This design comes from an exercise in tuning for small area, a short achievable clock period and few clock cycles on the open sky130 flow, not from production work.
The RTL was checked by simulation tests, not by an equivalence proof against the original design.
No activity file was given, so power comes from the tool's default toggle rates.

<file path="design/flow/flow/run.sh">
#!/bin/bash
set -euo pipefail
bash standard.sh SETUP_SLACK_MARGIN=6.95 BUFFER_PORTS_ARGS=-buffer_cell\ sky130_fd_sc_hd__buf_2 finish > standard_flow.log 2>&1
</file>
<file path="design/flow/standard.sh">
#!/bin/bash
# synth_recipe.tcl (not shown) runs the flow's synth.tcl, then flattens the netlist and writes it again
# the make line also repeats each setting of config.mk as NAME=value (left out here)
make -C /OpenROAD-flow-scripts/flow DESIGN_CONFIG=/design/flow/config.mk WORK_HOME=/design/flow/orfs CLKGATE_MAP_FILE= SYNTH_SCRIPT=/design/flow/synth_recipe.tcl "${@:-finish}"
</file>
<file path="design/flow/config.mk">
export PLATFORM = sky130hd
export DESIGN_NAME = ota_core
export DESIGN_NICKNAME = ota_core
export VERILOG_FILES = /design/flow/design.v
export SDC_FILE = /design/flow/constraint.sdc
export NUM_CORES = 4
export LEC_CHECK = 0
export CAP_MARGIN = 20
export CORE_MARGIN = 2
export CORE_UTILIZATION = 40
export CTS_CLUSTER_DIAMETER = 100
export CTS_CLUSTER_SIZE = 24
export SLEW_MARGIN = 20
</file>
<file path="design/flow/constraint.sdc">
create_clock -name core_clock -period 10.0 [get_ports {clk}]
set_input_delay 2.0000 -clock core_clock [delete_from_list [all_inputs] [get_ports {clk}]]
set_output_delay 2.0000 -clock core_clock [all_outputs]
set_load 0.01 [all_outputs]
</file>
<file path="design/flow/design.v">
module ota_core (
    input  wire        clk,
    input  wire        rst,
    input  wire        cmd_valid,
    output reg         cmd_ready,
    input  wire [2:0]  cmd_op,
    input  wire [31:0] cmd_arg,
    input  wire        in_valid,
    output reg         in_ready,
    input  wire [7:0]  in_data,
    output reg         rsp_valid,
    output reg  [31:0] rsp_data,
    output reg         out_valid,
    output reg  [7:0]  out_data,
    output reg         dict_we,
    output reg  [10:0] dict_waddr,
    output reg  [7:0]  dict_wdata,
    output reg  [10:0] dict_raddr,
    input  wire [7:0]  dict_rdata
);
    localparam [31:0] MAGIC_DEFAULT = 32'h45535033;
    localparam [2:0] OP_CFG_MAGIC = 3'd1;
    localparam [2:0] OP_START     = 3'd2;
    localparam [2:0] OP_POLL      = 3'd3;
    localparam [2:0] OP_PROGRESS  = 3'd4;
    localparam [2:0] OP_VERIFY    = 3'd5;
    localparam [2:0] OP_RELEASE   = 3'd6;
    localparam [31:0] RES_INPROGRESS = 32'd0;
    localparam [31:0] RES_DONE       = 32'd1;
    localparam [31:0] ERR_HDR_LENGTH = -32'sd8;
    localparam [31:0] ERR_HDR_MAGIC  = -32'sd9;
    localparam [31:0] ERR_CHECKSUM   = -32'sd10;
    localparam [31:0] ERR_DOWNLOAD   = -32'sd11;
    localparam [2:0] ST_IDLE      = 3'd0;
    localparam [2:0] ST_HEADER    = 3'd1;
    localparam [2:0] ST_FILE      = 3'd2;
    localparam [2:0] ST_COMPLETED = 3'd3;
    localparam [2:0] ST_MAGIC     = 3'd4;
    localparam [2:0] ST_ERROR     = 3'd5;
    reg [2:0]  st;
    reg        err_is_len;
    reg [31:0] magic_cfg;
    reg [32:0] rem;              
    reg [31:0] written;          
    reg        wrapped;          
    reg        wr_inc;           
    reg [31:0] crc;
    reg [31:0] hdr_crc;
    reg [4:0]  hdr_fill;
    reg        len_ok, mag_ok, lborrow;
    reg [31:0] cl;               
    reg [7:0]  b0, b1;           
    reg        v0, v1;
    reg [30:0] bitq;             
    reg [4:0]  bitcnt;
    reg [1:0]  nopp;             
    reg        rd_act;           
    reg        a_lit;            
    reg [3:0]  cnt;              
    reg        last;             
    reg        dv;               
    reg        d_lit;            
    reg [10:0] dp;               
    reg        go;               
    reg [2:0]  op_r;             
    reg        busy;             
    reg [31:0] crc_next;
    integer i;
    always @* begin
        crc_next = crc ^ {24'd0, b0};
        for (i = 0; i < 8; i = i + 1)
            crc_next = crc_next[0] ? ((crc_next >> 1) ^ 32'hEDB88320) : (crc_next >> 1);
    end
    wire active  = (st == ST_HEADER) || (st == ST_FILE) || (st == ST_COMPLETED);
    wire in_file = (st == ST_FILE);
    wire in_hdr  = (st == ST_HEADER);
    wire full_ok = bitq[30] ? (bitcnt >= 5'd9)  : (bitcnt >= 5'd16);
    wire part_ok = bitq[30] ? (bitcnt >= 5'd17) : (bitcnt >= 5'd24);
    wire tp      = (nopp != 2'd0) && full_ok;
    wire take    = tp && (!rd_act || last);
    wire [1:0] nopp_a = !full_ok ? 2'd0 :
                        take     ? {1'b0, nopp[1] && part_ok} :
                        (nopp[1] && !part_ok) ? 2'd1 : nopp;
    wire feed    = v0 && in_file && !nopp_a[1];
    wire ib_go   = v0 && (!in_file || !nopp_a[1]);
    wire cmd_fire = cmd_valid && cmd_ready;
    wire idle     = !go && !busy;    
    wire in_fire  = in_valid && in_ready;
    wire do_start = go && (op_r == OP_START) && !active;
    wire do_poll  = go && (op_r == OP_POLL);
    reg         took;
    wire        cl_eq0 = (cl == 32'd0);
    wire        cl_eq1 = (cl == 32'd1);
    wire        cl_eq2 = (cl == 32'd2);
    wire        more   = !(took ? cl_eq1 : cl_eq0);
    function [32:0] pfx_and;
        input [32:0] x;
        integer j, l;
        begin
            pfx_and = x;
            for (l = 0; l < 6; l = l + 1)
                for (j = 0; j < 33; j = j + 1)
                    if (j & (1 << l))
                        pfx_and[j] = pfx_and[j] & pfx_and[((j >> l) << l) - 1];
        end
    endfunction
    wire [32:0] cl_p  = pfx_and({1'b1, ~cl});
    wire [31:0] cl_z  = {cl_p[30:0], 1'b1};
    wire [32:0] rem_p = pfx_and(~rem);
    wire [32:0] rem_z = {rem_p[31:0], 1'b1};
    wire [32:0] wr_p  = pfx_and({1'b1, written});
    wire [31:0] wr_z  = {wr_p[30:0], 1'b1};
    wire poll_end = busy && !more && !v0 && !tp && !rd_act;
    wire       fwd     = wr_inc && (dp == written[10:0]);
    wire       wr_done = wrapped || (dp < written[10:0]);
    wire       s_lit   = d_lit;
    wire       s_fwd   = !d_lit && fwd;
    wire       s_ram   = !d_lit && !fwd && wr_done;
    wire       s_spc   = !d_lit && !fwd && !wr_done && (dp >= 11'd17);
    wire [7:0] dbyte   = ({8{s_lit}} & dp[7:0]) | ({8{s_fwd}} & out_data) |
                         ({8{s_ram}} & dict_rdata) | {2'b00, s_spc, 5'b00000};
    wire [38:0] ins   = {b0, 31'd0} >> bitcnt;
    wire [38:0] qx    = {bitq, 8'd0} | (feed ? ins : 39'd0);
    wire [30:0] q_n   = !take ? qx[38:8] : (bitq[30] ? qx[29:0] << 1 : qx[22:0] << 8);
    wire [4:0]  c_n   = !take ? (feed ? bitcnt + 5'd8 : bitcnt) :
                        bitq[30] ? (feed ? bitcnt - 5'd1 : bitcnt - 5'd9) :
                                   (feed ? bitcnt - 5'd8 : bitcnt - 5'd16);
    wire [7:0] rbyte = rem[8*hdr_fill[1:0] +: 8];
    wire [8:0] ldiff = {1'b0, rbyte} - {1'b0, (hdr_fill[1:0] == 2'd0) ? 8'd8 : {7'd0, lborrow}};
    wire v1_n   = (v1 && !ib_go) || (v0 && in_fire && !ib_go);
    wire more_n = in_fire ? !(took ? cl_eq2 : cl_eq1) : more;
    wire [31:0] written_n = written ^ ({32{wr_inc}} & wr_z);
    wire       r_wr  = (op_r == OP_PROGRESS) && active;
    reg  [4:0] r_code;
    always @* begin
        r_code = ERR_DOWNLOAD[4:0];
        if (busy) begin
            case (st)
            ST_HEADER:    r_code = RES_INPROGRESS[4:0];
            ST_COMPLETED: r_code = RES_DONE[4:0];
            ST_FILE:      r_code = (rem == 33'd20) ? RES_DONE[4:0] :
                                   (rem[32] || rem[31:0] < 32'd20) ? ERR_DOWNLOAD[4:0] :
                                   RES_INPROGRESS[4:0];
            ST_MAGIC:     r_code = ERR_HDR_MAGIC[4:0];
            ST_ERROR:     r_code = err_is_len ? ERR_HDR_LENGTH[4:0] : ERR_DOWNLOAD[4:0];
            default:      r_code = ERR_DOWNLOAD[4:0];
            endcase
        end else begin
            case (op_r)
            OP_CFG_MAGIC: r_code = active ? ERR_DOWNLOAD[4:0] : RES_DONE[4:0];
            OP_PROGRESS, OP_VERIFY: begin
                if (st == ST_MAGIC)
                    r_code = ERR_HDR_MAGIC[4:0];
                else if (st == ST_ERROR)
                    r_code = err_is_len ? ERR_HDR_LENGTH[4:0] : ERR_DOWNLOAD[4:0];
                else if (op_r == OP_VERIFY && st == ST_COMPLETED)
                    r_code = (~crc == hdr_crc) ? RES_DONE[4:0] : ERR_CHECKSUM[4:0];
                else
                    r_code = ERR_DOWNLOAD[4:0];
            end
            OP_RELEASE:   r_code = RES_DONE[4:0];
            default:      r_code = ERR_DOWNLOAD[4:0];
            endcase
        end
    end
    always @* begin
        rsp_data   = cl;
        dict_we    = out_valid;
        dict_wdata = out_data;
        dict_waddr = written[10:0];
    end
    always @(posedge clk) begin
        if (rst) begin
            st        <= ST_IDLE;
            cmd_ready <= 1'b1;
            go        <= 1'b0;
            busy      <= 1'b0;
            in_ready  <= 1'b0;
            magic_cfg <= MAGIC_DEFAULT;
            rsp_valid <= 1'b0;
            out_valid <= 1'b0;
            v0        <= 1'b0;
            v1        <= 1'b0;
            nopp      <= 2'd0;
            rd_act    <= 1'b0;
            dv        <= 1'b0;
        end else begin
            go        <= cmd_fire;
            rsp_valid <= go ? (op_r != OP_POLL) : poll_end;
            cmd_ready <= cmd_ready ? !cmd_valid : (go ? (op_r != OP_POLL) : poll_end);
            busy      <= busy ? !poll_end : do_poll;
            if (go && op_r == OP_CFG_MAGIC && !active)
                magic_cfg <= cl;
            if (do_start)
                st <= ST_HEADER;
            else if (go && op_r == OP_RELEASE)
                st <= ST_IDLE;
            else if (ib_go && in_hdr && hdr_fill == 5'd19)
                st <= (!len_ok || lborrow) ? ST_ERROR : (!mag_ok ? ST_MAGIC : ST_FILE);
            else if (poll_end && in_file && (rem == 33'd20))
                st <= ST_COMPLETED;
            else if (poll_end && in_file && (rem[32] || rem[31:0] < 32'd20))
                st <= ST_ERROR;
            if (cmd_fire)
                in_ready <= 1'b1;
            else
                in_ready <= (busy || do_poll) && more_n && !v1_n;
            v0 <= ib_go ? (v1 || in_fire) : (v0 || in_fire);
            v1 <= v1_n;
            if (do_start)
                nopp <= 2'd0;
            else if (in_file)
                nopp <= nopp_a + {1'b0, feed};
            rd_act    <= take || (rd_act && !last);
            dv        <= rd_act;
            out_valid <= dv;
        end
    end
    always @(posedge clk) begin
        if (idle)
            op_r <= cmd_op;
        if (idle)
            cl <= cmd_arg;
        else if ((go && !(op_r == OP_POLL || (op_r == OP_START && !active))) || poll_end)
            cl <= (go && r_wr) ? written_n : {{27{r_code[4]}}, r_code};
        else
            cl <= cl ^ ({32{took}} & cl_z);       
        took <= in_fire;
        if (ib_go || !v0)
            b0 <= v1 ? b1 : in_data;
        if (!v1)
            b1 <= in_data;
        if (poll_end && in_file)
            err_is_len <= 1'b0;
        if (do_start) begin
            rem      <= {1'b0, cl};
            crc      <= 32'hFFFFFFFF;
            hdr_fill <= 5'd0;
            len_ok   <= 1'b1;
            mag_ok   <= 1'b1;
            lborrow  <= 1'b0;
        end else begin
            if (ib_go && in_file)
                rem <= rem ^ rem_z;                              
            if (ib_go && in_hdr) begin
                hdr_fill <= hdr_fill + 5'd1;
                if (hdr_fill[4:2] == 3'd0) begin
                    len_ok  <= len_ok && (b0 == ldiff[7:0]);
                    lborrow <= ldiff[8];
                end
                if (hdr_fill[4:2] == 3'd1)
                    hdr_crc <= {b0, hdr_crc[31:8]};
                if (hdr_fill[4:2] == 3'd2)
                    mag_ok <= mag_ok && (b0 == magic_cfg[8*hdr_fill[1:0] +: 8]);
                if (hdr_fill >= 5'd8)
                    crc <= crc_next;
                if (hdr_fill == 5'd19)
                    err_is_len <= 1'b1;
            end else if (ib_go && in_file) begin
                crc <= crc_next;
            end
        end
        if (do_start) begin
            bitq   <= 31'd0;
            bitcnt <= 5'd0;
        end else begin
            bitq   <= q_n;
            bitcnt <= c_n;
        end
        if (take) begin
            a_lit      <= bitq[30];
            dict_raddr <= bitq[30] ? {3'd0, bitq[29:22]} : bitq[29:19] + 11'd17;
            cnt        <= bitq[18:15];
            last       <= bitq[30];
        end else begin
            a_lit      <= 1'b0;
            dict_raddr <= dict_raddr + 11'd1;
            cnt        <= cnt - 4'd1;
            last       <= (cnt == 4'd0);
        end
        d_lit    <= a_lit;
        dp       <= dict_raddr;
        out_data <= dbyte;
        written  <= do_start ? 32'd0 : written_n;
        wrapped  <= do_start ? 1'b0 : (wrapped || (wr_inc && written[10:0] == 11'd2047));
        wr_inc   <= dv;
    end
endmodule
</file>
==> metrics.log, run 1 <==
INFO  metric status = complete, no violations
INFO  metric area.growth.synth_to_final = 15.4%
INFO  metric layout_commonest_cell = sky130_fd_sc_hd__nand2_1
INFO  metric synth.avg_cell_area = 9.09 um^2
INFO  metric synth_top_flop_cell = sky130_fd_sc_hd__dfxtp_1
INFO  metric synth_warnings = 1
INFO  metric fillerInstances = 3873
INFO  metric whs_endpoint = d_lit
INFO  metric die_area = between 40000 and 50000 um^2
INFO  metric die-width = 207 um
INFO  metric critical_path_cell_count = 1
INFO  metric timing.critical_path.buf_inv = 1
INFO  metric route.top_layer_used = met4
INFO  metric holdCritStartpoint = a_lit
INFO  metric firstDrtPassIters = 5
INFO  metric cts.sink_count = between 300 and 400
INFO  metric report.final.slew_viol_count = 0
INFO  metric post-dp-hpwl = 34600 um
INFO  metric endpoint_kind = output pin
INFO  metric tritoncts = built
INFO  metric cp.arrival = 1.05 ns
INFO  metric worst-slew-pin-transition = 0.911 ns
INFO  metric first_global_vias = 13500
INFO  metric finClkSkew = between 0.03 and 0.04 ns
INFO  metric cts_root_buf = sky130_fd_sc_hd__clkbuf_16
INFO  metric worstPathMaxFanout = 4
INFO  metric clk_transition_reported_paths = 0.11 ns
INFO  metric reg2reg_depth = 8
INFO  metric total_leakage_power = 7.05 nW
INFO  metric postSynthRegisterBits = 312
INFO  metric placedCellCount = between 2000 and 2500
INFO  metric grt_setup_unrepaired = true
INFO  metric min_period_over_period = 0.305
INFO  metric start_util = 0.406
INFO  metric maxCapViolCount = 0
INFO  metric netlist_area = between 15000 and 20000 um^2
INFO  metric vias = 14000
INFO  metric timing.critical_path.required = ~8 ns
INFO  metric crit_type = flip-flop to output pin
INFO  metric syn-num-nets = between 1500 and 2000
INFO  metric drc_errors = 0
INFO  metric clkLatencyLatePin = between 0.5 and 0.6 ns
INFO  metric setup-violations-final = 0
INFO  metric insertedDiodeCount = 0
INFO  metric final.setup.worst_slack = 6.95 ns
INFO  metric asyncSetResetFlopFracSynth = 0
INFO  metric ys_seq_area_frac = 0.422
INFO  metric initial_antenna_violation_count = 0
INFO  metric cts_made_buffers = 17
INFO  metric worst_ir_drop_vdd = 0.141 mV
INFO  metric floorplan_row_count = 74
INFO  metric finalWeightedCongestion = between 0.8 and 0.9
INFO  metric chipHeight = 207 um
INFO  metric placeableCoreArea = 40800 um^2
INFO  metric wire_length_of_the_first_global_routing_pass = 77900 um
INFO  metric port-buffer-count = 129
INFO  metric detail_route.wl_per_cell = 20.4 um
INFO  metric layout-drive-gt1-share = 0.212
INFO  metric finish.cell_count_without_fillers = 2487
INFO  metric maxSlewHeadroom = 0.388
INFO  metric finish.instance_area = about 19000 um^2
INFO  metric totalNegativeSetupSlack = 0 ns
INFO  metric hold_path_class = flip-flop to flip-flop
INFO  metric setup.reg_to_reg.worst_slack = 7.00 ns
INFO  metric critical_path.startpoint_type = flip-flop
INFO  metric first_iter_violations = 1116
INFO  metric pre_cts_setup_slack = slightly below 6 ns
INFO  metric met2_wirelength = 24400 um
INFO  metric hold_path_depth = 0
INFO  metric drt-vias-per-instance = 5.64
INFO  metric grt.total_usage = 0.224
INFO  metric post_dp_cell_area = 17400 um^2
INFO  metric synth-edff-count = 75
INFO  metric fmax = 328 MHz
INFO  metric worst_path_dominant_cell_family = flip-flops
INFO  metric finalWirelength = 50700 um
INFO  metric clock_tree.htree_level_count = 1
INFO  metric clock_path_buffers = 3
INFO  metric final_util = 0.468
INFO  metric mostFrequentLayoutCells = 230 x sky130_fd_sc_hd__nand2_1, 167 x sky130_fd_sc_hd__dfxtp_1, 127 x sky130_fd_sc_hd__xnor2_1, 125 x sky130_fd_sc_hd__nor2_1, 106 x sky130_fd_sc_hd__buf_2
INFO  metric number_of_nets_in_the_layout = between 2000 and 2500
INFO  metric crit-reg2reg-capture = cl[10]
INFO  metric met3_wirelength = 2620 um
INFO  metric regToRegStartpoint = rem[21]
INFO  metric io_pins = between 100 and 150
INFO  metric cp_max_stage_cell = sky130_fd_sc_hd__dfxtp_4
INFO  metric grt-ovfl-total = 0
INFO  metric met1_length = 22200 um
INFO  metric critical-path-max-stage-delay = between 0.3 and 0.4 ns
INFO  metric route.antenna.remaining_nets = 0
INFO  metric crit_path_cell_trace = buf_6
INFO  metric largest_net_degree_at_the_start_of_global_routing = 62
INFO  metric synthDistinctLibCells = 79
INFO  metric fin_crit = 3.05 ns
INFO  metric mapped_cells = 1823
INFO  metric cellPowerDensity = 191 nW/um^2
INFO  metric final-hold-violation-count = 0
## timing repair
| action | 4_1_cts | 5_1_grt |
|---|---|---|
| gates resized for setup | 144 | 42 |
| cloned | 1 | 5 |
| hold buffers | 0 | 0 |
| buffers inserted | 59 | 24 |
| pin swaps | 4 | 8 |
| endpoints found under the hold margin | 0 | 0 |
| endpoints found under the setup margin | 218 | 149 |
## synth_stat cells, types with 6 or more instances
cell type / count / area share
sky130_fd_sc_hd__dfxtp_1: 237 / 0.29
sky130_fd_sc_hd__nand2_1: 230 / 0.052
sky130_fd_sc_hd__nor2_1: 128 / 0.029
sky130_fd_sc_hd__xnor2_1: 127 / 0.067
sky130_fd_sc_hd__xor2_1: 98 / 0.052
sky130_fd_sc_hd__a21oi_1: 96 / 0.029
sky130_fd_sc_hd__clkbuf_1: 90 / 0.020
sky130_fd_sc_hd__o21ai_0: 88 / 0.027
sky130_fd_sc_hd__edfxtp_1: 75 / 0.14
sky130_fd_sc_hd__nand3_1: 54 / 0.016
sky130_fd_sc_hd__and2_1: 43 / 0.016
sky130_fd_sc_hd__nor3_1: 42 / 0.013
sky130_fd_sc_hd__inv_1: 40 / 0.0091
sky130_fd_sc_hd__ha_1: 35 / 0.026
sky130_fd_sc_hd__nand4_1: 32 / 0.012
sky130_fd_sc_hd__o211ai_1: 31 / 0.014
sky130_fd_sc_hd__o22ai_1: 23 / 0.0087
sky130_fd_sc_hd__buf_4: 22 / 0.010
sky130_fd_sc_hd__a31oi_1: 21 / 0.0079
sky130_fd_sc_hd__mux4_2: 21 / 0.029
sky130_fd_sc_hd__a211oi_1: 19 / 0.0086
sky130_fd_sc_hd__nor2b_1: 19 / 0.0072
sky130_fd_sc_hd__mux2_2: 16 / 0.011
sky130_fd_sc_hd__nand3b_1: 16 / 0.0073
sky130_fd_sc_hd__nand2b_1: 14 / 0.0053
sky130_fd_sc_hd__nor4_1: 14 / 0.0053
sky130_fd_sc_hd__mux2i_1: 12 / 0.0073
sky130_fd_sc_hd__or3_1: 12 / 0.0045
sky130_fd_sc_hd__and3_1: 11 / 0.0042
sky130_fd_sc_hd__or4_1: 11 / 0.0050
sky130_fd_sc_hd__or2_2: 10 / 0.0038
sky130_fd_sc_hd__a211oi_2: 8 / 0.0060
sky130_fd_sc_hd__nor3b_1: 8 / 0.0036
sky130_fd_sc_hd__buf_2: 7 / 0.0021
sky130_fd_sc_hd__a21o_1: 6 / 0.0027
sky130_fd_sc_hd__o21a_1: 6 / 0.0027
## through the flow
stage                     hold WS, ns  power (mW)
after detailed placement        0.316        2.76
final                           0.345        3.65
after floorplan                 0.310        2.46
after global placement          0.315        2.75
after global routing            0.356        3.85
after CTS                       0.340        3.62
## power by group
| group | internal [mW] | total, mW | switching, mW | leakage (nW) |
|---|---|---|---|---|
| combinational | 0.564 | 1.21 | 0.646 | 4.15 |
| sequential | 1.48 | 1.68 | 0.201 | 2.67 |
| clock | 0.322 | 0.763 | 0.441 | 0.232 |
## cells by family (layout without fill, tap and decap cells)
kind of cell,Yosys count,after routing,share of synthesized area
AOI/OAI and AO/OA,358,359,0.137
xor gates and xnor gates,225,225,0.119
adders and majority gates,36,36,0.0270
buffers and inverters,170,297,0.0449
DFF,312,312,0.422
muxes,49,49,0.0467
and+or+nand+nor,673,677,0.203
## worst register-to-register path: cells and delay by family (launching register included)
kind | cells | cell delay (ns)
flip-flops | 1 | 0.49
AND/OR/NAND/NOR | 3 | 1.14
AO/OA/AOI/OAI | 4 | 1.13
buffers and inverters | 1 | 0.17
## worst max path at each step
| stage | startpoint | end | slack (ns) |
|---|---|---|---|
| final | cl[11] | rsp_data[11] | 6.95 |
| after global routing | rem[21] | cl[10] | 6.91 |
| after CTS | rem[8] | cl[10] | 6.81 |
| after detailed placement | bitcnt[3] | cl[10] | 5.82 |
| after global placement | bitcnt[3] | cl[10] | 5.92 |
| after floorplan | hdr_fill[0] | len_ok | 6.95 |
## sequential cells by signal, indices dropped and copies added (netlist names), 2 cells and up
name,cells
crc,32
bitq,31
nopp,2
cl,32
rem,33
dict_raddr,11
magic_cfg,32
written,32
b1,8
cnt,4
hdr_fill,5
dp,11
op_r,3
out_data,8
st,3
hdr_crc,32
bitcnt,5
b0,8
## per-layer routing
layer / GRT usage / vias up
met3: 0.0257 / 61
met1: 0.299 / 6881
met5: 0 / -
met4: 0.0709 / 0
li1: - / 6672
met2: 0.380 / 418
## layout make-up
| type | count | area, um^2 | share of cell area |
|---|---|---|---|
| Multi-Input combinational cell | 1346 | 9000 | 0.471 |
| Sequential cell | 312 | 7190 | 0.377 |
| Tap cell | 532 | 666 | 0.0348 |
| Clock inverter | 3 | 28.8 | 0.00151 |
| Timing Repair Buffer | 228 | 1600 | 0.0839 |
| Clock buffer | 22 | 444 | 0.0232 |
| Inverter | 44 | 170 | 0.00891 |
Testbench counts, summed over its fixed seeds: cycles 130,440.
==> run 2: changes to the inputs <==
==> design/flow/flow/run.sh (replaced) <==
#!/bin/bash
set -euo pipefail
bash standard.sh SETUP_SLACK_MARGIN=6.85 BUFFER_PORTS_ARGS=-buffer_cell\ sky130_fd_sc_hd__buf_2 finish > standard_flow.log 2>&1
==> metrics.log, run 2 <==
INFO  metric worst-slew-pin-transition = 1.18 ns
INFO  metric ys_seq_area_frac = 0.422
INFO  metric die-width = 207 um
INFO  metric die_area = 43100 um^2
INFO  metric synth_top_cells_by_count = 237 x sky130_fd_sc_hd__dfxtp_1, 230 x sky130_fd_sc_hd__nand2_1, 128 x sky130_fd_sc_hd__nor2_1, 127 x sky130_fd_sc_hd__xnor2_1, 98 x sky130_fd_sc_hd__xor2_1
INFO  metric drc_errors = 0
INFO  metric holdBufCountCts = 0
INFO  metric synth-edff-count = 75
INFO  metric cts_root_buf = sky130_fd_sc_hd__clkbuf_16
INFO  metric clock_tree.htree_level_count = 1
INFO  metric asyncSetResetFlopFracSynth = 0
INFO  metric flip_flop_count_of_the_largest_register_after_layout = 33
INFO  metric crit_type = flip-flop to output pin
INFO  metric yosysTopAreaCellShare = 0.286
INFO  metric wire_length_of_the_first_global_routing_pass = 76900 um
INFO  metric first_global_vias = 13300
INFO  metric synthDistinctLibCells = between 70 and 80
INFO  metric first_iter_violations = 1077
INFO  metric drt-vias-per-instance = about 5.6
INFO  metric port-buffer-count = 129
INFO  metric min_period_over_period = 0.313
INFO  metric total_leakage_power = 6.67 nW
INFO  metric cellPowerDensity = 194 nW/um^2
INFO  metric ys_top_cells_by_area = sky130_fd_sc_hd__dfxtp_1 29%, sky130_fd_sc_hd__edfxtp_1 14%, sky130_fd_sc_hd__xnor2_1 6.7%, sky130_fd_sc_hd__nand2_1 5.2%, sky130_fd_sc_hd__xor2_1 5.2%
INFO  metric fin_crit = between 3 and 4 ns
INFO  metric vias = 13600
INFO  metric hold_path_class = flip-flop to flip-flop
INFO  metric fmax = 319 MHz
INFO  metric endpoint_kind = output pin
INFO  metric crit_path_cell_trace = buf_2
INFO  metric critical-path-max-stage-delay = 0.43 ns
INFO  metric tritoncts = built
INFO  metric mostFrequentLayoutCells = 230 x sky130_fd_sc_hd__nand2_1, 187 x sky130_fd_sc_hd__dfxtp_1, 127 x sky130_fd_sc_hd__xnor2_1, 125 x sky130_fd_sc_hd__nor2_1, 125 x sky130_fd_sc_hd__buf_2
INFO  metric critical_path.startpoint_type = flip-flop
INFO  metric power = around 3.6 mW
INFO  metric post-dp-hpwl = 35000 um
INFO  metric setup-violations-final = 0
INFO  metric chipHeight = 207 um
INFO  metric syn-num-nets = 1913
INFO  metric cts_made_buffers = 17
INFO  metric cp.arrival = 1.13 ns
INFO  metric finalWeightedCongestion = 0.911
INFO  metric cp_max_stage_cell = sky130_fd_sc_hd__dfxtp_2
INFO  metric largest_net_degree_at_the_start_of_global_routing = 63
INFO  metric layout_commonest_cell = sky130_fd_sc_hd__nand2_1
INFO  metric timing.critical_path.required = 8.00 ns
INFO  metric final-hold-violation-count = 0
INFO  metric report.final.slew_viol_count = 0
INFO  metric finalWirelength = 49000 um
INFO  metric clkLatencyLatePin = roughly 0.54 ns
INFO  metric grt-ovfl-total = 0
INFO  metric placeableCoreArea = between 40000 and 50000 um^2
INFO  metric detail_route.wl_per_cell = 20.2 um
INFO  metric grt_setup_unrepaired = true
INFO  metric final_hold_slack = 0.342 ns
INFO  metric netlist_area = around 17000 um^2
INFO  metric firstDrtPassIters = 5
INFO  metric postSynthRegisterBits = 312
INFO  metric maxCapViolCount = 0
INFO  metric mapped_cells = roughly 1800
INFO  metric io_pins = 130
INFO  metric grt.total_usage = 0.222
INFO  metric worstPathMaxFanout = 5
INFO  metric worst_path_dominant_cell_family = flip-flops
INFO  metric layout-drive-gt1-share = 0.171
INFO  metric initial_antenna_violation_count = 0
INFO  metric cts.sink_count = 312
INFO  metric post-synth-top-area-cell = sky130_fd_sc_hd__dfxtp_1
INFO  metric totalNegativeSetupSlack = 0 ns
INFO  metric clock_path_buffers = 3
INFO  metric route.antenna.remaining_nets = 0
INFO  metric clk_transition_reported_paths = 0.11 ns
INFO  metric worst_ir_drop_vdd = approximately 0.14 mV
INFO  metric synthMostInstantiatedCell = sky130_fd_sc_hd__dfxtp_1
INFO  metric floorplan_row_count = 74
INFO  metric start_util = 0.406
INFO  metric synth_warnings = 1
INFO  metric largest_register = rem
INFO  metric synth_top_flop_cell = sky130_fd_sc_hd__dfxtp_1
INFO  metric number_of_nets_in_the_layout = 1967
INFO  metric finClkSkew = 0.0236 ns
INFO  metric insertedDiodeCount = 0
INFO  metric status = complete, no violations
INFO  metric area.growth.synth_to_final = 10.9%
INFO  metric maxSlewHeadroom = 0.217
INFO  metric synth.avg_cell_area = a little over 9 um^2
INFO  metric timing.critical_path.buf_inv = 1
## run 2: cell counts after synthesis
No cell type changed its count.
## run 2: kinds of logic (layout without fill, tap and decap cells)
| family | count (synthesis) | count (layout) | share of synthesized area |
|---|---|---|---|
| buf+inv | 170 | 230 | 0.0449 |
| flops | 312 | 312 | 0.422 |
| simple gates | 673 | 676 | 0.203 |
| mux | 49 | 49 | 0.0467 |
| compound gates | 358 | 358 | 0.137 |
| fa+ha+maj | 36 | 36 | 0.0270 |
| xor+xnor | 225 | 225 | 0.119 |
## run 2: worst paths after layout
| path | start | cells after the start | end | slack, ns |
|---|---|---|---|---|
| hold / removal | a_lit | 0 | d_lit | 0.34 |
| hold reg to reg | a_lit | 0 | d_lit | 0.34 |
| setup reg to reg | rem[21] | 8 | cl[10] | 6.97 |
| setup / recovery | cl[29] | 1 | rsp_data[29] | 6.87 |
## run 2: layout make-up
cell class                 instances  area, um^2
clock buffer                      24         483
clock inverter                     4        37.5
inverter                          44         170
sequential                       312        7120
multi-input combinational       1344        8980
timing repair buffer             158         921
tap                              532         666
fill                            3939       22500
## run 2: power by group
| part | leakage [nW] | switching [mW] | internal [mW] |
|---|---|---|---|
| sequential | 2.66 | 0.230 | 1.47 |
| combinational | 3.75 | 0.589 | 0.489 |
| clock | 0.256 | 0.449 | 0.347 |
## run 2: per-stage QoR
stage	setup slack, ns	cell area [um^2]	utilization	instances
3_5_place_dp	5.79	17400	0.427	2372
2_1_floorplan	6.87	16600	-	1823
5_1_grt	6.76	18400	0.450	2418
3_3_place_gp	5.91	17400	0.427	2371
4_1_cts	6.85	18200	0.445	2406
6_report	6.87	18400	0.450	2418
## run 2: what timing repair did
item	CTS	global route
gates resized for setup	72	33
endpoints found under the setup margin	183	116
cloned	1	2
pin swaps	3	4
setup buffers	5	10
## run 2: routing by layer
layer / part of all wire / track usage / vias to the layer above
li1: - / - / 6530
met1: 0.44 / 0.299 / 6617
met2: 0.47 / 0.371 / 394
met3: 0.050 / 0.0262 / 75
met4: 0.035 / 0.0719 / 0
met5: 0 / 0 / -
==> run 3: changes to the inputs <==
--- a/design/flow/config.mk
+++ b/design/flow/config.mk
@@ -7,7 +7,7 @@
 export LEC_CHECK = 0
 export CAP_MARGIN = 20
 export CORE_MARGIN = 2
-export CORE_UTILIZATION = 40
+export CORE_UTILIZATION = 45
 export CTS_CLUSTER_DIAMETER = 100
 export CTS_CLUSTER_SIZE = 24
 export SLEW_MARGIN = 20
==> metrics.log, run 3 <==
INFO  metric final_util = 0.498
INFO  metric worstPathMaxFanout = 4
INFO  metric yosys-mux-area-fraction = 0.0467
INFO  metric chipHeight = 196 um
INFO  metric first_global_vias = 13000
INFO  metric hold_path_class = flip-flop to flip-flop
INFO  metric cts.sink_count = ~310
INFO  metric endpoint_kind = output pin
INFO  metric mostFrequentLayoutCells = 228 x sky130_fd_sc_hd__nand2_1, 188 x sky130_fd_sc_hd__dfxtp_1, 127 x sky130_fd_sc_hd__xnor2_1, 126 x sky130_fd_sc_hd__buf_2, 125 x sky130_fd_sc_hd__nor2_1
INFO  metric cp.arrival = 1.12 ns
INFO  metric clock_tree.htree_level_count = 1
INFO  metric tritoncts = built
INFO  metric synth-compound-area-share = 0.137
INFO  metric cellPowerDensity = approximately 190 nW/um^2
INFO  metric largest_register = rem
INFO  metric yosysTopAreaCellShare = 0.286
INFO  metric drc_errors = 0
INFO  metric die_area = 38400 um^2
INFO  metric synth_simple_gate_area_frac = 0.203
INFO  metric grt-ovfl-total = 0
INFO  metric yosys.area_share.adder = 0.0270
INFO  metric finClkSkew = 0.0306 ns
INFO  metric worst_path_dominant_cell_family = flip-flops
INFO  metric status = complete, no violations
INFO  metric critical_path.startpoint_type = flip-flop
INFO  metric cp_max_stage_cell = sky130_fd_sc_hd__dfxtp_1
INFO  metric pre_cts_setup_slack = 5.85 ns
INFO  metric post-dp-hpwl = about 34000 um
INFO  metric worst_ir_drop_vdd = 0.110 mV
INFO  metric mapped_cells = 1823
INFO  metric clock_path_buffers = 3
INFO  metric start_util = 0.455
INFO  metric layout-drive-gt1-share = 0.166
INFO  metric detail_route.wl_per_cell = roughly 20 um
INFO  metric ys_seq_area_frac = 0.422
INFO  metric placeableCoreArea = 36400 um^2
INFO  metric reg2reg_depth = 8
INFO  metric crit_path_cell_trace = buf_2
INFO  metric clkLatencyLatePin = 0.54 ns
INFO  metric synthDistinctLibCells = 79
INFO  metric worst-slew-pin-transition = 1.10 ns
INFO  metric synth.avg_cell_area = 9.09 um^2
INFO  metric regToRegStartpoint = rem[8]
INFO  metric holdCritStartpoint = a_lit
INFO  metric multiInputGateArea = 8970 um^2
INFO  metric setup-violations-final = 0
INFO  metric insertedDiodeCount = 0
INFO  metric total_leakage_power = 6.59 nW
INFO  metric fillerInstances = roughly 3400
INFO  metric synth-edff-count = 75
INFO  metric min_period_over_period = 0.312
INFO  metric post-synth-top-area-cell = sky130_fd_sc_hd__dfxtp_1
INFO  metric grt_setup_unrepaired = true
INFO  metric io_pins = between 100 and 150
INFO  metric first_iter_violations = 1241
INFO  metric fin_crit = 3.12 ns
INFO  metric number_of_nets_in_the_layout = 1956
INFO  metric die-width = 196 um
INFO  metric totalNegativeSetupSlack = 0 ns
INFO  metric synth_top_cells_by_count = 237 x sky130_fd_sc_hd__dfxtp_1, 230 x sky130_fd_sc_hd__nand2_1, 128 x sky130_fd_sc_hd__nor2_1, 127 x sky130_fd_sc_hd__xnor2_1, 98 x sky130_fd_sc_hd__xor2_1
INFO  metric ys_top_cells_by_area = sky130_fd_sc_hd__dfxtp_1 29%, sky130_fd_sc_hd__edfxtp_1 14%, sky130_fd_sc_hd__xnor2_1 6.7%, sky130_fd_sc_hd__nand2_1 5.2%, sky130_fd_sc_hd__xor2_1 5.2%
INFO  metric fmax = 320 MHz
INFO  metric cts_made_buffers = 17
INFO  metric initial_antenna_violation_count = 0
INFO  metric synth_warnings = 1
INFO  metric area.growth.synth_to_final = 9.63%
INFO  metric regArea = just over 7000 um^2
INFO  metric asyncSetResetFlopFracSynth = 0
INFO  metric vias = about 13000
INFO  metric report.final.slew_viol_count = 0
INFO  metric syn-num-nets = about 1900
INFO  metric timing.critical_path.required = about 8 ns
INFO  metric maxCapViolCount = 0
INFO  metric layout_commonest_cell = sky130_fd_sc_hd__nand2_1
INFO  metric critical-path-max-stage-delay = 0.43 ns
INFO  metric drt-vias-per-instance = 5.74
INFO  metric timing.critical_path.buf_inv = 1
INFO  metric finalWirelength = 47000 um
INFO  metric hold_path_depth = 0
INFO  metric cts_root_buf = sky130_fd_sc_hd__clkbuf_16
INFO  metric synthMostInstantiatedCell = sky130_fd_sc_hd__dfxtp_1
INFO  metric dominant_combinational_cell_family_by_area_after_synthesis = simple AND/OR/NAND/NOR gates
INFO  metric maxSlewHeadroom = 0.258
INFO  metric firstDrtPassIters = 6
INFO  metric postSynthRegisterBits = around 310
INFO  metric synth-xor-area-share = 0.119
INFO  metric power = 3.53 mW
INFO  metric netlist_area = 16600 um^2
INFO  metric final.setup.worst_slack = 6.88 ns
INFO  metric port-buffer-count = approximately 130
INFO  metric finalWeightedCongestion = just under 0.9
INFO  metric synth_top_flop_cell = sky130_fd_sc_hd__dfxtp_1
INFO  metric route.antenna.remaining_nets = 0
INFO  metric clk_transition_reported_paths = ~0.10 ns
INFO  metric wire_length_of_the_first_global_routing_pass = 73400 um
INFO  metric floorplan_row_count = 70
INFO  metric critical_path_cell_count = 1
INFO  metric crit_type = flip-flop to output pin
INFO  metric final-hold-violation-count = 0
INFO  metric setup.worst_path.start = written[2]
INFO  metric largest_net_degree_at_the_start_of_global_routing = 82
INFO  metric flip_flop_count_of_the_largest_register_after_layout = 33
INFO  metric grt.total_usage = 0.241
==> run 3: cell counts after synthesis <==
No cell type changed its count.
==> run 3: path summary, 6_finish.rpt <==
kind,endpoint,slack [ns]
worst min register to register,d_lit,0.33
worst min-delay path,d_lit,0.33
worst max-delay path,dict_waddr[2],6.88
worst max register to register,cl[6],6.94
==> run 3: kinds of logic after synthesis <==
group	count (synthesis)
DFF	312
adders and majority gates	36
AOI/OAI and AO/OA	358
muxes	49
buffers and inverters	170
xor gates and xnor gates	225
and+or+nand+nor	673
==> run 3: cell type report <==
type,count,area share
clock buffers,22,0.0245
repair buffers,149,0.0461
flip-flops and latches,312,0.391
well taps,468,0.0322
multi-input cells,1342,0.494
inverters,44,0.00958
clock inverters,3,0.00207
==> run 3: metrics by stage <==
step	cells	cell area [um^2]	hold WS [ns]
4_1_cts	2333	18000	0.338
3_5_place_dp	2307	17400	0.314
5_1_grt	2340	18200	0.356
6_report	2340	18200	0.335
2_1_floorplan	1823	16600	0.310
3_3_place_gp	2306	17300	0.317
==> run 3: power by group <==
group	leakage (nW)	total [mW]	internal (mW)	switching, mW
logic	3.69	1.06	0.488	0.576
registers	2.66	1.70	1.47	0.232
clock network	0.234	0.766	0.324	0.442
total	6.59	3.53	2.28	1.25
==> run 3: layer usage <==
metal / wire, um / vias to the layer above / track usage
li1: - / 6515 / -
met1: 20700 / 6446 / 0.321
met2: 22100 / 381 / 0.405
met3: 2400 / 91 / 0.0304
met4: 1770 / 0 / 0.0870
met5: 0 / - / 0
==> run 3: repair_timing <==
action,4_1_cts,5_1_grt
pin swaps,1,4
resized for setup,58,45
gates cloned,0,1
hold buffers,0,0
setup buffers,1,5
endpoints found under the setup margin,170,152
==> run 4: changes to the inputs <==
==> design/flow/flow/run.sh (replaced) <==
#!/bin/bash
set -euo pipefail
bash standard.sh SETUP_SLACK_MARGIN=7 finish > standard_flow.log 2>&1
==> metrics.log, run 4 <==
INFO  metric io_pins = 130
INFO  metric maxSlewHeadroom = 0.232
INFO  metric worstPathMaxFanout = 2
INFO  metric holdBufCountCts = 0
INFO  metric synth-xor-area-share = 0.119
INFO  metric yosys-mux-area-fraction = 0.0467
INFO  metric synth-compound-area-share = 0.137
INFO  metric clock_tree.htree_level_count = 1
INFO  metric setup-violations-final = 0
INFO  metric clock_path_buffers = 3
INFO  metric setup.reg_to_reg.worst_slack = 7.02 ns
INFO  metric finalWirelength = just over 50000 um
INFO  metric holdCritStartpoint = a_lit
INFO  metric min_period_over_period = 0.304
INFO  metric cp.arrival = ~1.0 ns
INFO  metric synth-edff-count = 75
INFO  metric final-hold-violation-count = 0
INFO  metric clk_transition_reported_paths = 0.11 ns
INFO  metric floorplan_row_count = 70
INFO  metric placedCellCount = 2309
INFO  metric whs_endpoint = d_lit
INFO  metric report.final.slew_viol_count = 0
INFO  metric worst_path_dominant_cell_family = flip-flops
INFO  metric finClkSkew = 0.0240 ns
INFO  metric drt-vias-per-instance = 5.73
INFO  metric crit_path_cell_trace = buf_6
INFO  metric die_area = around 38000 um^2
INFO  metric hold_path_class = flip-flop to flip-flop
INFO  metric cts_root_buf = sky130_fd_sc_hd__clkbuf_16
INFO  metric mostFrequentLayoutCells = 226 x sky130_fd_sc_hd__nand2_1, 166 x sky130_fd_sc_hd__dfxtp_1, 127 x sky130_fd_sc_hd__xnor2_1, 124 x sky130_fd_sc_hd__nor2_1, 98 x sky130_fd_sc_hd__xor2_1
INFO  metric synth_simple_gate_area_frac = 0.203
INFO  metric cp_max_stage_cell = sky130_fd_sc_hd__dfxtp_4
INFO  metric fin_crit = 3.04 ns
INFO  metric wire_length_of_the_first_global_routing_pass = 79000 um
INFO  metric endpoint_kind = output pin
INFO  metric tritoncts = built
INFO  metric fillerInstances = 3328
INFO  metric number_of_nets_in_the_layout = 2028
INFO  metric layout-drive-gt1-share = 0.192
INFO  metric synth_top_flop_cell = sky130_fd_sc_hd__dfxtp_1
INFO  metric chipHeight = 196 um
INFO  metric syn-num-nets = approximately 1900
INFO  metric yosysTopAreaCellShare = 0.286
INFO  metric largest_register = rem
INFO  metric regToRegStartpoint = rem[8]
INFO  metric vias = 13800
INFO  metric firstDrtPassIters = 9
INFO  metric post-dp-hpwl = 35500 um
INFO  metric ys_seq_area_frac = 0.422
INFO  metric pre_cts_setup_slack = 5.68 ns
INFO  metric hold_path_depth = 0
INFO  metric fmax = approximately 330 MHz
INFO  metric worst_ir_drop_vdd = 0.123 mV
INFO  metric synth_top_cells_by_count = 237 x sky130_fd_sc_hd__dfxtp_1, 230 x sky130_fd_sc_hd__nand2_1, 128 x sky130_fd_sc_hd__nor2_1, 127 x sky130_fd_sc_hd__xnor2_1, 98 x sky130_fd_sc_hd__xor2_1
INFO  metric largest_net_degree_at_the_start_of_global_routing = between 60 and 70
INFO  metric totalNegativeSetupSlack = 0 ns
INFO  metric first_iter_violations = between 900 and 1000
INFO  metric port-buffer-count = 129
INFO  metric dominant_combinational_cell_family_by_area_after_synthesis = simple AND/OR/NAND/NOR gates
INFO  metric status = complete, no violations
INFO  metric finish.cell_count_without_fillers = 2414
INFO  metric mapped_cells = ~1800
INFO  metric post-synth-top-area-cell = sky130_fd_sc_hd__dfxtp_1
INFO  metric yosys.area_share.adder = 0.0270
INFO  metric timing.critical_path.required = 8.00 ns
INFO  metric worst-slew-pin-transition = 1.14 ns
INFO  metric synthMostInstantiatedCell = sky130_fd_sc_hd__dfxtp_1
INFO  metric cellPowerDensity = 191 nW/um^2
INFO  metric start_util = 0.455
INFO  metric maxCapViolCount = 0
INFO  metric crit-reg2reg-capture = rem[31]
INFO  metric critical_path.startpoint_type = flip-flop
INFO  metric asyncSetResetFlopFracSynth = 0
INFO  metric area.growth.synth_to_final = 19.2%
INFO  metric synth_warnings = 1
INFO  metric initial_antenna_violation_count = 0
INFO  metric netlist_area = 16600 um^2
INFO  metric grt-ovfl-total = 0
INFO  metric ys_top_cells_by_area = sky130_fd_sc_hd__dfxtp_1 29%, sky130_fd_sc_hd__edfxtp_1 14%, sky130_fd_sc_hd__xnor2_1 6.7%, sky130_fd_sc_hd__nand2_1 5.2%, sky130_fd_sc_hd__xor2_1 5.2%
INFO  metric cts.sink_count = between 300 and 400
INFO  metric synth.avg_cell_area = 9.09 um^2
INFO  metric total_leakage_power = 7.15 nW
INFO  metric crit_type = flip-flop to output pin
INFO  metric final.setup.worst_slack = 6.96 ns
INFO  metric drc_errors = 0
INFO  metric layout_commonest_cell = sky130_fd_sc_hd__nand2_1
INFO  metric route.antenna.remaining_nets = 0
INFO  metric reg2reg_depth = 7
INFO  metric timing.critical_path.buf_inv = 1
INFO  metric finalWeightedCongestion = a little over 0.9
INFO  metric critical-path-max-stage-delay = 0.38 ns
INFO  metric detail_route.wl_per_cell = 21.2 um
INFO  metric clkLatencyLatePin = 0.53 ns
INFO  metric postSynthRegisterBits = 312
INFO  metric insertedDiodeCount = 0
INFO  metric placeableCoreArea = roughly 36000 um^2
INFO  metric synthDistinctLibCells = 79
INFO  metric first_global_vias = around 14000
INFO  metric flip_flop_count_of_the_largest_register_after_layout = 33
INFO  metric grt.total_usage = 0.262
INFO  metric cts_made_buffers = 17
INFO  metric grt_setup_unrepaired = true
INFO  metric die-width = between 150 and 200 um
==> run 4: cell counts after synthesis <==
No cell type changed its count.
==> run 4: where the power goes <==
group	internal, mW	switching [mW]	total, mW
clock	0.340	0.443	0.783
combinational	0.641	0.661	1.30
sequential	1.48	0.211	1.69
total	2.46	1.32	3.77
==> run 4: final cells by class <==
class	instances	area (um^2)	share of cell area
clock buffer	25	477	0.0241
clock inverter	2	25.0	0.00127
inverter	44	171	0.00868
multi-input combinational	1345	9150	0.463
sequential	312	7210	0.365
tap	468	586	0.0297
timing repair buffer	218	2130	0.108
==> run 4: routing by layer <==
layer	track usage	wire length, um
met1	0.347	22300
met2	0.432	24000
met3	0.0378	2720
met4	0.107	2240
met5	0	0
==> run 4: logic make-up (layout without fill, tap and decap cells) <==
group / after synthesis / in the layout
AND/OR/NAND/NOR: 673 / 676
AO/OA/AOI/OAI: 358 / 359
flip-flops: 312 / 312
XOR/XNOR: 225 / 225
buffers and inverters: 170 / 289
multiplexers: 49 / 49
adder cells (fa/ha/maj): 36 / 36
==> run 4: stage by stage <==
stage	hold slack, ns	utilization	power [mW]	area [um^2]
after detailed placement	0.314	0.495	2.86	18000
final	0.336	0.542	3.77	19700
after global placement	0.321	0.494	2.84	18000
after global routing	0.340	0.542	3.97	19700
after CTS	0.338	0.532	3.75	19400
after floorplan	0.310	-	2.46	16600
==> run 4: worst max-delay path by stage <==
stage / start / end / slack (ns) / depth (start not counted)
after floorplan: hdr_fill[0] / len_ok / 6.95 / 11
after global placement: bitcnt[3] / cl[14] / 5.86 / 7
after detailed placement: bitcnt[3] / cl[21] / 5.68 / 7
after CTS: in_ready / in_ready / 6.79 / 1
after global routing: rem[20] / cl[6] / 6.93 / 8
final: in_ready / in_ready / 6.96 / 1
==> run 4: what timing repair did <==
item | in CTS | in global routing
pin swaps | 8 | 6
gates cloned | 4 | 1
buffers inserted | 56 | 15
endpoints found under the setup margin | 243 | 166
gates resized for setup | 527 | 57
==> run 5: changes to the inputs <==
==> design/flow/flow/run.sh (replaced) <==
#!/bin/bash
set -euo pipefail
bash standard.sh SETUP_SLACK_MARGIN=6.95 CTS_ARGS=-sink_clustering_enable\ -repair_clock_nets\ -sink_clustering_size\ 24\ -sink_clustering_max_diameter\ 100 finish > standard_flow.log 2>&1
--- a/design/flow/config.mk
+++ b/design/flow/config.mk
@@ -8,6 +8,4 @@
 export CAP_MARGIN = 20
 export CORE_MARGIN = 2
 export CORE_UTILIZATION = 45
-export CTS_CLUSTER_DIAMETER = 100
-export CTS_CLUSTER_SIZE = 24
 export SLEW_MARGIN = 20
==> metrics.log, run 5 <==
INFO  metric power_frac_clock = 0.212
INFO  metric port-buffer-count = ~130
INFO  metric tritoncts = built
INFO  metric pre_cts_setup_slack = about 5.7 ns
INFO  metric final.setup.worst_slack = 6.96 ns
INFO  metric pwr-share-seq = 0.456
INFO  metric die_area = 38400 um^2
INFO  metric largest_register = rem
INFO  metric total_switching_power = approximately 1.3 mW
INFO  metric floorplan_row_count = 70
INFO  metric synthDistinctLibCells = 79
INFO  metric fin_crit = 3.04 ns
INFO  metric cp.arrival = between 1 and 1.5 ns
INFO  metric maxCapViolCount = 0
INFO  metric ys_seq_area_frac = 0.422
INFO  metric internal = between 2 and 2.5 mW
INFO  metric layout_commonest_cell = sky130_fd_sc_hd__nand2_1
INFO  metric cellPowerDensity = 190 nW/um^2
INFO  metric final_hold_slack = ~0.34 ns
INFO  metric critical_path.startpoint_type = flip-flop
INFO  metric flip_flop_count_of_the_largest_register_after_layout = 33
INFO  metric ys_top_cells_by_area = sky130_fd_sc_hd__dfxtp_1 29%, sky130_fd_sc_hd__edfxtp_1 14%, sky130_fd_sc_hd__xnor2_1 6.7%, sky130_fd_sc_hd__nand2_1 5.2%, sky130_fd_sc_hd__xor2_1 5.2%
INFO  metric wire_length_of_the_first_global_routing_pass = just under 80000 um
INFO  metric netlist_area = about 17000 um^2
INFO  metric synth-edff-count = 75
INFO  metric chipHeight = 196 um
INFO  metric finalWeightedCongestion = 0.915
INFO  metric clk_transition_reported_paths = 0.10 ns
INFO  metric crit_type = flip-flop to output pin
INFO  metric endpoint_kind = output pin
INFO  metric setup.worst_path.start = cl[12]
INFO  metric synth_warnings = 1
INFO  metric drc_errors = 0
INFO  metric first_global_vias = roughly 13000
INFO  metric route.antenna.remaining_nets = 0
INFO  metric io_pins = 130
INFO  metric regToRegStartpoint = cl[16]
INFO  metric number_of_nets_in_the_layout = 2030
INFO  metric first_iter_violations = 1036
INFO  metric totalNegativeSetupSlack = 0 ns
INFO  metric grt.total_usage = 0.258
INFO  metric insertedDiodeCount = 0
INFO  metric critical-path-max-stage-delay = 0.39 ns
INFO  metric post-dp-hpwl = 35500 um
INFO  metric drt-vias-per-instance = about 5.7
INFO  metric status = complete, no violations
INFO  metric synth_top_flop_cell = sky130_fd_sc_hd__dfxtp_1
INFO  metric worstPathMaxFanout = 2
INFO  metric synthMostInstantiatedCell = sky130_fd_sc_hd__dfxtp_1
INFO  metric area.growth.synth_to_final = 16.4%
INFO  metric timing.critical_path.buf_inv = 1
INFO  metric firstDrtPassIters = 5
INFO  metric syn-num-nets = 1913
INFO  metric layout-drive-gt1-share = 0.185
INFO  metric netSwitchingFraction = 0.351
INFO  metric clkLatencyLatePin = 0.53 ns
INFO  metric synth_top_cells_by_count = 237 x sky130_fd_sc_hd__dfxtp_1, 230 x sky130_fd_sc_hd__nand2_1, 128 x sky130_fd_sc_hd__nor2_1, 127 x sky130_fd_sc_hd__xnor2_1, 98 x sky130_fd_sc_hd__xor2_1
INFO  metric synth.avg_cell_area = 9.09 um^2
INFO  metric finClkSkew = 0.0224 ns
INFO  metric cts_made_buffers = 17
INFO  metric min_period_over_period = 0.304
INFO  metric cp_max_stage_cell = sky130_fd_sc_hd__dfxtp_4
INFO  metric worst_ir_drop_vdd = 0.122 mV
INFO  metric placeableCoreArea = 36400 um^2
INFO  metric final-hold-violation-count = 0
INFO  metric finalWirelength = 50400 um
INFO  metric maxSlewHeadroom = 0.296
INFO  metric timing.critical_path.required = 8.00 ns
INFO  metric start_util = 0.455
INFO  metric post-synth-top-area-cell = sky130_fd_sc_hd__dfxtp_1
INFO  metric crit_path_cell_trace = buf_6
INFO  metric hold_path_class = flip-flop to flip-flop
INFO  metric mostFrequentLayoutCells = 228 x sky130_fd_sc_hd__nand2_1, 166 x sky130_fd_sc_hd__dfxtp_1, 127 x sky130_fd_sc_hd__xnor2_1, 125 x sky130_fd_sc_hd__nor2_1, 98 x sky130_fd_sc_hd__xor2_1
INFO  metric worst_path_dominant_cell_family = flip-flops
INFO  metric combPwrFrac = 0.332
INFO  metric largest_net_degree_at_the_start_of_global_routing = 62
INFO  metric mapped_cells = between 1500 and 2000
INFO  metric detail_route.wl_per_cell = 20.9 um
INFO  metric initial_antenna_violation_count = 0
INFO  metric final_util = 0.529
INFO  metric worst-slew-pin-transition = 1.05 ns
INFO  metric clock_tree.htree_level_count = 1
INFO  metric vias = 13800
INFO  metric asyncSetResetFlopFracSynth = 0
INFO  metric total_leakage_power = 7.04 nW
INFO  metric report.final.slew_viol_count = 0
INFO  metric clock_path_buffers = 3
INFO  metric holdCritStartpoint = a_lit
INFO  metric die-width = 196 um
INFO  metric grt-ovfl-total = 0
INFO  metric setup-violations-final = 0
INFO  metric yosysTopAreaCellShare = 0.286
INFO  metric cts_root_buf = sky130_fd_sc_hd__clkbuf_16
INFO  metric postSynthRegisterBits = 312
INFO  metric cts.sink_count = ~310
INFO  metric power = ~3.7 mW
INFO  metric fmax = 329 MHz
INFO  metric grt_setup_unrepaired = true
-- run 5: changes by cell type in the layout (fill, tap and decap cells not counted), moves of 4 or more --
cell	change
sky130_fd_sc_hd__a211oi_2	-4
sky130_fd_sc_hd__buf_4	+12
sky130_fd_sc_hd__buf_2	+53
sky130_fd_sc_hd__buf_6	-61
sky130_fd_sc_hd__a211oi_1	+4
-- run 5: timing repair --
action,CTS,global route
hold buffers,0,0
setup buffers,53,23
gates cloned,1,1
resized for setup,447,46
pin swaps,3,10
setup endpoints to repair,237,98
-- run 5: final timing paths --
path | to | slack (ns) | cells after the start
setup / recovery | rsp_data[12] | 6.96 | 1
hold / removal | d_lit | 0.34 | 0
setup reg to reg | cl[30] | 7.00 | 8
hold reg to reg | d_lit | 0.34 | 0
-- run 5: power by group through the flow --
stage	combinational (mW)	sequential [mW]	clock (mW)
after floorplan	0.809	1.65	0
after global placement	1.12	1.72	0
after detailed placement	1.14	1.72	0
after CTS	1.19	1.67	0.793
after global routing	1.33	1.70	0.835
final	1.22	1.67	0.778
-- run 5: cells by family (layout without fill, tap and decap cells) --
group,after synthesis,count (layout),synth area share
adder cells (fa/ha/maj),36,36,0.0270
buffers and inverters,170,293,0.0449
AO/OA/AOI/OAI,358,358,0.137
XOR/XNOR,225,225,0.119
AND/OR/NAND/NOR,673,675,0.203
multiplexers,49,49,0.0467
flip-flops,312,312,0.422
-- run 5: routing by layer --
metal  vias up  global-route usage  wire length [um]
met2       342               0.432             23900
li1       6653                   -                 -
met3        74              0.0309              2530
met4         0              0.0895              1850
met5         -                   0                 0
met1      6752               0.346             22200
-- run 5: final cells by class --
cell class,count,area [um^2]
fill,3395,17200
clock buffer,25,477
clock inverter,2,25.0
inverter,44,171
timing repair buffer,222,1800
multi-input combinational,1343,9020
sequential,312,7200
tap,468,586
-- run 5: per-stage QoR --
stage               cells  area, um^2
global placement     2307       18000
detailed placement   2309       18000
CTS                  2390       18900
finish               2416       19300
floorplan            1823       16600
global route         2416       19300
==> run 6: changes to the inputs <==
==> design/flow/flow/run.sh (replaced) <==
#!/bin/bash
set -euo pipefail
bash standard.sh SETUP_SLACK_MARGIN=6.95 CTS_ARGS=-sink_clustering_enable\ -repair_clock_nets\ -sink_clustering_size\ 20\ -sink_clustering_max_diameter\ 80 finish > standard_flow.log 2>&1
==> metrics.log, run 6 <==
INFO  metric maxSlewHeadroom = 0.264
INFO  metric grt.total_usage = 0.260
INFO  metric timing.critical_path.required = 8.00 ns
INFO  metric finish.instance_area = approximately 19000 um^2
INFO  metric insertedDiodeCount = 0
INFO  metric setup-violations-final = 0
INFO  metric first_global_vias = 13700
INFO  metric critical_path.startpoint_type = flip-flop
INFO  metric first_iter_violations = 998
INFO  metric drt-vias-per-instance = 5.72
INFO  metric postSynthRegisterBits = between 300 and 400
INFO  metric crit_type = flip-flop to output pin
INFO  metric mapped_cells = approximately 1800
INFO  metric synthMostInstantiatedCell = sky130_fd_sc_hd__dfxtp_1
INFO  metric timing.critical_path.buf_inv = 1
INFO  metric grt-ovfl-total = 0
INFO  metric synth_top_flop_cell = sky130_fd_sc_hd__dfxtp_1
INFO  metric ys_seq_area_frac = 0.422
INFO  metric worstPathMaxFanout = 2
INFO  metric total_leakage_power = 7.09 nW
INFO  metric final.setup.worst_slack = 6.96 ns
INFO  metric clkLatencyLatePin = 0.55 ns
INFO  metric reg2reg_depth = 8
INFO  metric finalWirelength = approximately 50000 um
INFO  metric cts.sink_count = 312
INFO  metric cp.arrival = 1.04 ns
INFO  metric die-width = between 150 and 200 um
INFO  metric status = complete, no violations
INFO  metric flip_flop_count_of_the_largest_register_after_layout = 33
INFO  metric area.growth.synth_to_final = 17.4%
INFO  metric post-dp-hpwl = 35500 um
INFO  metric worst_path_dominant_cell_family = flip-flops
INFO  metric endpoint_kind = output pin
INFO  metric cp_max_stage_cell = sky130_fd_sc_hd__dfxtp_4
INFO  metric io_pins = 130
INFO  metric cts_made_buffers = 21
INFO  metric holdBufCountCts = 0
INFO  metric report.final.slew_viol_count = 0
INFO  metric floorplan_row_count = 70
INFO  metric yosysTopAreaCellShare = 0.286
INFO  metric mostFrequentLayoutCells = 229 x sky130_fd_sc_hd__nand2_1, 166 x sky130_fd_sc_hd__dfxtp_1, 127 x sky130_fd_sc_hd__xnor2_1, 124 x sky130_fd_sc_hd__nor2_1, 98 x sky130_fd_sc_hd__xor2_1
INFO  metric clock_tree.htree_level_count = 1
INFO  metric grt_setup_unrepaired = true
INFO  metric layout_commonest_cell = sky130_fd_sc_hd__nand2_1
INFO  metric clk_transition_reported_paths = 0.09 ns
INFO  metric largest_register = rem
INFO  metric crit_path_cell_trace = buf_6
INFO  metric firstDrtPassIters = 5
INFO  metric synth_top_cells_by_count = 237 x sky130_fd_sc_hd__dfxtp_1, 230 x sky130_fd_sc_hd__nand2_1, 128 x sky130_fd_sc_hd__nor2_1, 127 x sky130_fd_sc_hd__xnor2_1, 98 x sky130_fd_sc_hd__xor2_1
INFO  metric initial_antenna_violation_count = 0
INFO  metric asyncSetResetFlopFracSynth = 0
INFO  metric placedCellCount = 2309
INFO  metric ys_top_cells_by_area = sky130_fd_sc_hd__dfxtp_1 29%, sky130_fd_sc_hd__edfxtp_1 14%, sky130_fd_sc_hd__xnor2_1 6.7%, sky130_fd_sc_hd__nand2_1 5.2%, sky130_fd_sc_hd__xor2_1 5.2%
INFO  metric worst_ir_drop_vdd = 0.134 mV
INFO  metric synth.avg_cell_area = 9.09 um^2
INFO  metric cts_root_buf = sky130_fd_sc_hd__clkbuf_16
INFO  metric totalNegativeSetupSlack = 0 ns
INFO  metric start_util = 0.455
INFO  metric synthDistinctLibCells = 79
INFO  metric cellPowerDensity = 195 nW/um^2
INFO  metric clock_path_buffers = 3
INFO  metric fmax = 329 MHz
INFO  metric wire_length_of_the_first_global_routing_pass = ~80000 um
INFO  metric critical_path_cell_count = 1
INFO  metric detail_route.wl_per_cell = 21.0 um
INFO  metric synth_warnings = 1
INFO  metric largest_net_degree_at_the_start_of_global_routing = 62
INFO  metric drc_errors = 0
INFO  metric port-buffer-count = 129
INFO  metric placeableCoreArea = 36400 um^2
INFO  metric post_dp_cell_area = between 15000 and 20000 um^2
INFO  metric finClkSkew = around 0.017 ns
INFO  metric finish.cell_count_without_fillers = ~2400
INFO  metric die_area = 38400 um^2
INFO  metric hold_path_depth = 0
INFO  metric number_of_nets_in_the_layout = a little over 2000
INFO  metric vias = 13800
INFO  metric fin_crit = 3.04 ns
INFO  metric post-synth-top-area-cell = sky130_fd_sc_hd__dfxtp_1
INFO  metric hold_path_class = flip-flop to flip-flop
INFO  metric pre_cts_setup_slack = 5.68 ns
INFO  metric final-hold-violation-count = 0
INFO  metric finalWeightedCongestion = 0.915
INFO  metric netlist_area = roughly 17000 um^2
INFO  metric chipHeight = just under 200 um
INFO  metric min_period_over_period = 0.304
INFO  metric route.antenna.remaining_nets = 0
INFO  metric maxCapViolCount = 0
INFO  metric critical-path-max-stage-delay = 0.37 ns
INFO  metric layout-drive-gt1-share = 0.186
INFO  metric synth-edff-count = 75
INFO  metric tritoncts = built
INFO  metric syn-num-nets = around 1900
INFO  metric worst-slew-pin-transition = about 1.1 ns
-- run 6: what timing repair did --
action | in CTS | in global routing
setup endpoints to repair | 237 | 100
endpoints found under the hold margin | 0 | 0
buffers inserted | 54 | 16
pin swaps | 3 | 9
gates resized for setup | 478 | 41
cloned | 1 | 1
-- run 6: worst paths after layout --
kind	from	endpoint	slack (ns)
min reg2reg	a_lit	d_lit	0.33
max	cl[12]	rsp_data[12]	6.96
max reg2reg	rem[20]	cl[14]	7.03
min	a_lit	d_lit	0.33
-- run 6: per-layer routing --
metal,GRT usage,part of all wire,up-vias
li1,-,-,6649
met1,0.345,0.44,6729
met2,0.435,0.47,371
met3,0.0352,0.047,86
met4,0.0929,0.039,0
met5,0,0,-
-- run 6: cell families (layout without fill, tap and decap cells) --
kind of cell | after synthesis | count (layout) | synth area share
compound gates | 358 | 358 | 0.137
xor+xnor | 225 | 225 | 0.119
fa+ha+maj | 36 | 36 | 0.0270
buf+inv | 170 | 295 | 0.0449
flops | 312 | 312 | 0.422
mux | 49 | 49 | 0.0467
simple gates | 673 | 675 | 0.203
-- run 6: metrics by stage --
step,utilization,hold WS (ns),total power [mW]
3_5_place_dp,0.495,0.314,2.86
4_1_cts,0.525,0.336,3.77
6_report,0.534,0.334,3.79
5_1_grt,0.534,0.337,3.99
2_1_floorplan,-,0.310,2.46
3_3_place_gp,0.494,0.321,2.84
-- run 6: area by class of cell --
| class | instances | area, um^2 |
|---|---|---|
| multi-input combinational | 1343 | 9030 |
| tap | 468 | 586 |
| clock inverter | 8 | 66.3 |
| sequential | 312 | 7200 |
| clock buffer | 28 | 552 |
| timing repair buffer | 215 | 1840 |
| inverter | 44 | 171 |
| fill | 3388 | 17000 |
-- run 6: worst register-to-register path, stage by stage (launching register included) --
cell                       delay [ns]
sky130_fd_sc_hd__edfxtp_1        0.47
sky130_fd_sc_hd__or4_4           0.55
sky130_fd_sc_hd__or3_4           0.37
sky130_fd_sc_hd__o41a_1          0.45
sky130_fd_sc_hd__a211oi_2        0.31
sky130_fd_sc_hd__o211ai_1        0.14
sky130_fd_sc_hd__buf_4           0.17
sky130_fd_sc_hd__and2_4          0.20
sky130_fd_sc_hd__a211oi_1        0.24
-- run 6: report_power, final --
group	internal [mW]	switching, mW	leakage [nW]
Sequential	1.48	0.200	2.67
Combinational	0.582	0.654	4.12
Clock	0.401	0.477	0.300
Total	2.46	1.33	7.09

-- static timing again, ports no longer ideal --
No port has a modelled driver above. Below, the same layouts with a new extraction and two added sets of constraints.
Step 1 sets driving cells, clkbuf_16 on the clock port and buf_2 on the other inputs (assumed; they add their load-dependent delay and slew).
Step 2 times the ports against the registers' clock, not the clock port: input delays grow and output delays shrink by t, the midpoint of the rising clock arrivals with the driver on.
Slacks: ideal / step 1 / step 2; pairs: ideal / step 1.
| run | t (ns) | slack for setup (ns) | worst setup path at the end | clock arrival spread, ns | worst register clock-pin slew, ns |
|---|---|---|---|---|---|
| run 1 | 0.576 | 6.949 / 6.893 / 6.552 | input to register | 0.031 / 0.031 | 0.11 / 0.11 |
| run 2 | 0.586 | 6.870 / 6.812 / 6.649 | input to register | 0.024 / 0.024 | 0.11 / 0.11 |
| run 3 | 0.575 | 6.878 / 6.826 / 6.566 | input to register | 0.030 / 0.031 | 0.11 / 0.11 |
| run 4 | 0.575 | 6.962 / 6.907 / 6.604 | input to register | 0.025 / 0.025 | 0.11 / 0.11 |
| run 5 | 0.574 | 6.959 / 6.903 / 6.483 | input to register | 0.023 / 0.024 | 0.10 / 0.10 |
| run 6 | 0.591 | 6.958 / 6.903 / 6.475 | input to register | 0.017 / 0.018 | 0.09 / 0.09 |
After both steps every run listed still meets setup and hold. For run 6, which loses most, drivers alone change the setup slack by -0.055 ns; drivers and shift together by -0.483 ns.
